This design comes from an exercise in tuning for small area on the open sky130 flow, not from production work. Only simulation tests tie the RTL to the original design; equivalence was not proved. Power is estimated from default activity; no workload was simulated. No driver is modelled on the clock port, so clocking that relies on it looks cheaper here than on a real chip.

// led_matrix
module led_matrix #(
    parameter integer T_GAP = 256    
) (
    input  wire        clk,
    input  wire        rst,          
    input  wire [31:0] cmd_data,
    input  wire        cmd_valid,
    output wire        cmd_ready,
    input  wire [1:0]  ra,
    output reg  [31:0] rd_data,
    output wire [7:0]  tx_data,
    output wire        tx_valid,
    input  wire        tx_ready
);
    localparam [2:0] OP_MAP   = 3'b001;
    localparam [2:0] OP_SETPX = 3'b010;
    localparam [2:0] OP_FLUSH = 3'b011;
    localparam [2:0] OP_CLEAR = 3'b100;
    localparam [2:0] OP_DRAW  = 3'b101;
    localparam [2:0] F_ILLEGAL  = 3'd1;
    localparam [2:0] F_RESERVED = 3'd2;
    localparam [2:0] F_COORD    = 3'd3;
    localparam [2:0] F_INDEX    = 3'd4;
    localparam [2:0] F_GLYPH    = 3'd5;
    localparam integer GAP_TURNS = (T_GAP - 2 + 24) / 25 + 1;    
    localparam [4:0]   GAP_LAST  = GAP_TURNS - 8;                 
    reg [599:0] ring;             
    reg [4:0]   pix;              
    reg         clr;              
    reg [31:0]  cmd_q;            
    reg         busy;             
    reg         fr;               
    reg         fault;
    reg [4:0]   last_idx;
    reg         txv;              
    reg [4:0]   ti;               
    reg         gp;               
    wire [7:0]  txd = cmd_q[28:21];   
    wire [1:0]  kc  = cmd_q[20:19];   
    wire [2:0] op    = cmd_q[31:29];
    wire [2:0] row   = cmd_q[5:3];
    wire [2:0] col   = cmd_q[2:0];
    wire [4:0] idx   = cmd_q[28:24];
    wire [3:0] glyph = cmd_q[3:0];
    reg        dec_fault;
    reg [2:0]  dec_fcode;
    always @(*) begin
        dec_fault = 1'b0;
        dec_fcode = 3'd0;
        case (op)
            OP_MAP: begin
  ...
Size: roughly 80 I/O pins, roughly 15000 um^2 of cells after synthesis.
clock: 10.0 ns
lec_check: 0
cap_margin: 20
core_margin: 2
core_utilization: 65
slew_margin: 20
standard.sh (not shown) runs the stock make flow with config.mk's settings and CLKGATE_MAP_FILE= SYNTH_SCRIPT=/design/flow/synth_recipe.tcl, a recipe that flattens the netlist after the stock synthesis.
==> flow/flow/run.sh <==
#!/bin/bash
# The standard layout with three changes:
#  1. after the standard synthesis, its combinational logic is re-mapped by
#     ABC with an area-oriented script (remap.tcl); every register is kept
#     as the standard synthesis made it (instance name, cell type, nets);
#  2. port buffers use the smallest buffer cell;
#  3. clock tree synthesis uses clkbuf_16 with set sink clusters and no
#     dummy loads.
# Each tool's output goes to a log file of its own in this folder.
set -euo pipefail
cd "$(dirname "$0")/.."
export BUFFER_PORTS_ARGS="-buffer_cell sky130_fd_sc_hd__buf_1"
export CTS_ARGS="-sink_clustering_enable -repair_clock_nets -dont_use_dummy_load -buf_list sky130_fd_sc_hd__clkbuf_16 -sink_clustering_size 36 -sink_clustering_max_diameter 80"

bash standard.sh synth > synth_standard.log 2>&1

RES=orfs/results/${FLOW_PLATFORM}/led_matrix/base
PDIR=${FLOW_HOME}/platforms/${FLOW_PLATFORM}
LIB=${PDIR}/lib/sky130_fd_sc_hd__tt_025C_1v80.lib
YOSYS=$(command -v yosys || echo "${FLOW_HOME}/../tools/install/yosys/bin/yosys")
mkdir -p remap
python3 flow/split_lib.py "$LIB" remap/comb.lib remap/seq.lib > remap/split_lib.log 2>&1
sed -n '/DONT_USE_CELLS/,/^$/p' "${PDIR}/config.mk" | grep -o 'sky130_fd_sc_hd__[A-Za-z0-9_]*' > remap/dont_use.txt
printf 'strash\ndc2\ndch\namap\n' > remap/area.abc
printf 'set_driving_cell sky130_fd_sc_hd__buf_1\nset_load 5\n' > remap/abc.constr
cp "$RES/1_2_yosys.v" remap/standard_synth.v
REMAP_IN=remap/standard_synth.v REMAP_OUT=remap/remapped.v \
REMAP_SEQ_LIB=remap/seq.lib REMAP_COMB_LIB=remap/comb.lib REMAP_LIB="$LIB" \
REMAP_DONT_USE="$(cat remap/dont_use.txt | tr '\n' ' ')" \
REMAP_ABC=remap/area.abc REMAP_CONSTR=remap/abc.constr \
  "$YOSYS" -c flow/remap.tcl > remap_yosys.log 2>&1
cp remap/remapped.v "$RES/1_2_yosys.v"
rm -f "$RES/1_synth.odb"

bash standard.sh > standard_flow.log 2>&1
Other scripts of this flow, unchanged in this note and not shown: flow/flow/remap.tcl, flow/flow/split_lib.py
The starting point finished with timing, DRC and antenna clean.
Rerun with:
--- a/flow/flow/run.sh
+++ b/flow/flow/run.sh
@@ -5,5 +5,5 @@
 #     as the standard synthesis made it (instance name, cell type, nets);
 #  2. port buffers use the smallest buffer cell;
-#  3. clock tree synthesis uses clkbuf_16 with set sink clusters and no
+#  3. clock tree synthesis uses clkbuf_8 with set sink clusters and no
 #     dummy loads.
 # Each tool's output goes to a log file of its own in this folder.
@@ -11,5 +11,5 @@
 cd "$(dirname "$0")/.."
 export BUFFER_PORTS_ARGS="-buffer_cell sky130_fd_sc_hd__buf_1"
-export CTS_ARGS="-sink_clustering_enable -repair_clock_nets -dont_use_dummy_load -buf_list sky130_fd_sc_hd__clkbuf_16 -sink_clustering_size 36 -sink_clustering_max_diameter 80"
+export CTS_ARGS="-sink_clustering_enable -repair_clock_nets -dont_use_dummy_load -buf_list sky130_fd_sc_hd__clkbuf_8 -sink_clustering_size 20 -sink_clustering_max_diameter 50"
 
 bash standard.sh synth > synth_standard.log 2>&1
- The new run finished with timing, DRC and antenna clean
- via count climbs by 1.9%
- final area barely changes
- synthesized area is unchanged
- routed wire length climbs by 0.38%
- power drops by 0.41%
- clock skew climbs by 0.076 ns


run 1:
Another version of the RTL of led_matrix (not shown whole).
Size: about 1000 cells after synthesis, roughly 650 flip-flops, about 80 I/O pins, roughly 0.016 mm^2 of cells after synthesis.
export LEC_CHECK = 0
export CAP_MARGIN = 20
export CORE_MARGIN = 2
export CORE_UTILIZATION = 70
export PLACE_DENSITY = 0.75
export SLEW_MARGIN = 20
create_clock -name core_clock -period 10.0 [get_ports {clk}]
==> flow/flow/run.sh <==
#!/bin/bash
set -euo pipefail
cd "$(dirname "$0")/.."
export BUFFER_PORTS_ARGS="-buffer_cell sky130_fd_sc_hd__buf_1"
export CTS_ARGS="-sink_clustering_enable -repair_clock_nets -dont_use_dummy_load -buf_list sky130_fd_sc_hd__clkbuf_16 -sink_clustering_size 36 -sink_clustering_max_diameter 60"
bash standard.sh > standard_flow.log 2>&1
Run 1: done, clean on timing, DRC and antenna
diff inputs: run 1 => run 2
==> flow/flow/run.sh <==
#!/bin/bash
set -euo pipefail
cd "$(dirname "$0")/.."
export BUFFER_PORTS_ARGS="-buffer_cell sky130_fd_sc_hd__buf_1"
export CTS_ARGS="-sink_clustering_enable -repair_clock_nets -dont_use_dummy_load -buf_list sky130_fd_sc_hd__clkbuf_16 -sink_clustering_size 36 -sink_clustering_max_diameter 80"
bash standard.sh > standard_flow.log 2>&1
--- a/flow/config.mk
+++ b/flow/config.mk
@@ -10,2 +10 @@
-export CORE_UTILIZATION = 70
-export PLACE_DENSITY = 0.75
+export CORE_UTILIZATION = 40
## What came out
Hold path depth came out exactly the same in run 2 and run 1.
Going from run 1 to run 2, final worst-path setup slack shrinks by 12 ps.
The lower total power after layout of run 2 and run 1 is in run 2.
Compared run 1 against run 2; maximum frequency within noise.
Sort run 2 and run 1 by met2 global-route usage, descending, and run 1 comes first.
Synthesis-to-finish area growth in run 2 is 1.4 points above run 1.
Going from run 1 to run 2, height of the chip moved up; multi-input combinational area share lower.
Run comparison: run 2 top routing layer in use met5; run 1 top routing layer in use met4
Modified inputs, run 3 compared to run 2
--- a/flow/config.mk
+++ b/flow/config.mk
@@ -10 +10 @@
-export CORE_UTILIZATION = 40
+export CORE_UTILIZATION = 65
--- outcome ---
Run 3 vs run 2 — via count dropped 72. Compared with run 2, in run 3 global-route usage now larger, die boundary width now smaller. Total internal power of run 3 falls short of that of run 2 slightly. Run 3 against run 2: maximum frequency stayed essentially flat; worst hold slack now larger; number of DRC markers in iteration 0 rose by about 28%. Status: clock distribution power parity (run 3, run 2). Between run 2 and run 3, the final period utilization does not differ in any meaningful way. Re register-to-register slack: run 3 is 50 ps down on run 2. Run 2 and run 3 ended up with roughly the same non-clock buffer share of cell area.


Setup of job 4902:
led_matrix, a different RTL version from the one above (not shown whole).
For scale: roughly 80 I/O pins, roughly 17,000 µm² of cells after synthesis.
export LEC_CHECK = 0
export CAP_MARGIN = 20
export CORE_MARGIN = 2
export CORE_UTILIZATION = 40
export SLEW_MARGIN = 20
create_clock -name core_clock -period 10.0 [get_ports {clk}]
==> flow/flow/run.sh <==
#!/bin/bash
set -euo pipefail
cd "$(dirname "$0")/.."
export BUFFER_PORTS_ARGS="-buffer_cell sky130_fd_sc_hd__buf_1"
export CTS_ARGS="-sink_clustering_enable -repair_clock_nets -dont_use_dummy_load -buf_list sky130_fd_sc_hd__clkbuf_16 -sink_clustering_size 36 -sink_clustering_max_diameter 80"
bash standard.sh > standard_flow.log 2>&1
Here is what was changed in the inputs of job 5227 compared with job 4902.
- an added CTS_CLUSTER_DIAMETER of 40
- an added CTS_CLUSTER_SIZE of 12
- an added CTS_BUF_LIST of sky130_fd_sc_hd__clkbuf_4
==> flow/run.sh (new file) <==
#!/bin/bash
# synth_recipe.tcl (not shown) runs the flow's synth.tcl, then flattens the netlist and writes it again
# the make line also repeats each setting of config.mk as NAME=value (left out here)
make -C /OpenROAD-flow-scripts/flow DESIGN_CONFIG=/design/flow/config.mk WORK_HOME=/design/flow/orfs CLKGATE_MAP_FILE= SYNTH_SCRIPT=/design/flow/synth_recipe.tcl finish
removed: flow/flow/run.sh
removed: flow/standard.sh
### Flow results
- | clock skew | job 5227 vs job 4902 | 22 ps lower |
- Compared with job 4902, in job 5227 cell-internal power went up 1.7%, minimum clock period after layout went up 860 ps.
Here is what was changed in the inputs of job 4568 compared with job 5227.
- CTS_CLUSTER_DIAMETER: 40 -> unset
- CTS_BUF_LIST: sky130_fd_sc_hd__clkbuf_4 -> unset
- CTS_CLUSTER_SIZE: 12 -> unset
==> flow/flow/run.sh (new file) <==
#!/bin/bash
set -euo pipefail
cd "$(dirname "$0")/.."
export BUFFER_PORTS_ARGS="-buffer_cell sky130_fd_sc_hd__buf_1"
export CTS_ARGS="-sink_clustering_enable -repair_clock_nets -dont_use_dummy_load -buf_list sky130_fd_sc_hd__clkbuf_8 -sink_clustering_size 20 -sink_clustering_max_diameter 60"
bash standard.sh > standard_flow.log 2>&1
==> flow/standard.sh (new file) <==
#!/bin/bash
# synth_recipe.tcl (not shown) runs the flow's synth.tcl, then flattens the netlist and writes it again
# the make line also repeats each setting of config.mk as NAME=value (left out here)
make -C /OpenROAD-flow-scripts/flow DESIGN_CONFIG=/design/flow/config.mk WORK_HOME=/design/flow/orfs CLKGATE_MAP_FILE= SYNTH_SCRIPT=/design/flow/synth_recipe.tcl "${@:-finish}"
removed: flow/run.sh
- Sort job 5227 and job 4568 by number of clock buffer instances in the layout desc -> top: job 5227
- Relative to job 5227, count of TritonRoute iterations in the first routing pass decreased by 3 in job 4568.
- Final setup slack of the worst path delta (job 4568 − job 5227): favourable
- Compared with job 5227, job 4568 shows worst-path maximum fanout that has gone down by a few percent.
- Overflow left after global routing came out exactly the same in job 5227 and job 4568.
- Of job 5227 and job 4568, the higher minimum clock period after layout belongs to job 5227.
- Job 4568 ends up with lower wire length than job 5227 does.
- Going from job 5227 to job 4568, non-clock buffer count grows by about 1.2%.
Modified inputs, job 3638 compared to job 4568
- CTS_BUF_LIST now sky130_fd_sc_hd__clkbuf_8, previously not set
- CTS_CLUSTER_DIAMETER now 60, previously not set
- CTS_CLUSTER_SIZE now 20, previously not set
==> flow/run.sh (new file) <==
#!/bin/bash
# synth_recipe.tcl (not shown) runs the flow's synth.tcl, then flattens the netlist and writes it again
# the make line also repeats each setting of config.mk as NAME=value (left out here)
make -C /OpenROAD-flow-scripts/flow DESIGN_CONFIG=/design/flow/config.mk WORK_HOME=/design/flow/orfs CLKGATE_MAP_FILE= SYNTH_SCRIPT=/design/flow/synth_recipe.tcl finish
removed: flow/flow/run.sh
removed: flow/standard.sh
Notes after the runs:
- From job 4568 to job 3638 the numbers moved as follows: post-layout instance area moved up; power dissipated in combinational cells climbed about 5%; wire length on met2 now sits higher; number of buffers outside the clock class in the layout went down by about 1.1%; sequential power flat.
- Sort job 4568 and job 3638 by total detailed-routing wirelength desc -> top: job 3638
- Delta (job 3638 minus job 4568): utilization grew by 1.8 points; delay contributed by the slowest stage of the critical path up 160 ps; global-route usage increased 0.48 points.
- Compared with job 4568, job 3638 shows a lower via density per instance.
- Job 3638 -> job 4568: total number of nets in the final design flat

separate check: timing with driven ports:
No port has a modelled driver above. Below, the same layouts with a new extraction and two added sets of constraints.
Step 1 assumes that a clkbuf_16 drives the clock port and a buf_2 every other input.
Step 2, shift: input delay + t, output delay - t, t = (earliest + latest rising clock arrival at the registers) / 2. This alone moves slack from input paths to output paths.
Three values: no drivers, after step 1, after step 2; two values: the first two.
run	t, ns	setup WS [ns]	hold slack, ns	worst setup path after step 2	cell pins on the clock port's net
the first run of note 1	0.574	4.676 / 4.656 / 4.656	0.300 / 0.300 / 0.300	input to output	1
the second run of note 1	0.578	4.668 / 4.648 / 4.648	0.262 / 0.262 / 0.262	input to output	1
run 1	0.594	4.299 / 4.277 / 4.277	0.265 / 0.265 / 0.265	input to output	1
run 2	0.586	4.287 / 4.264 / 4.264	0.278 / 0.278 / 0.278	input to output	1
run 3	0.587	4.286 / 4.263 / 4.263	0.316 / 0.316 / 0.316	input to output	1
job 4902	0.585	3.991 / 3.965 / 3.965	0.283 / 0.283 / 0.283	input to output	1
job 5227	0.760	3.129 / 3.106 / 3.106	0.291 / 0.291 / 0.291	input to output	1
job 4568	0.588	4.013 / 3.987 / 3.987	0.305 / 0.305 / 0.305	input to output	1
job 3638	0.641	3.167 / 3.144 / 3.144	0.316 / 0.316 / 0.316	input to output	1
After both steps every run listed still meets setup and hold.
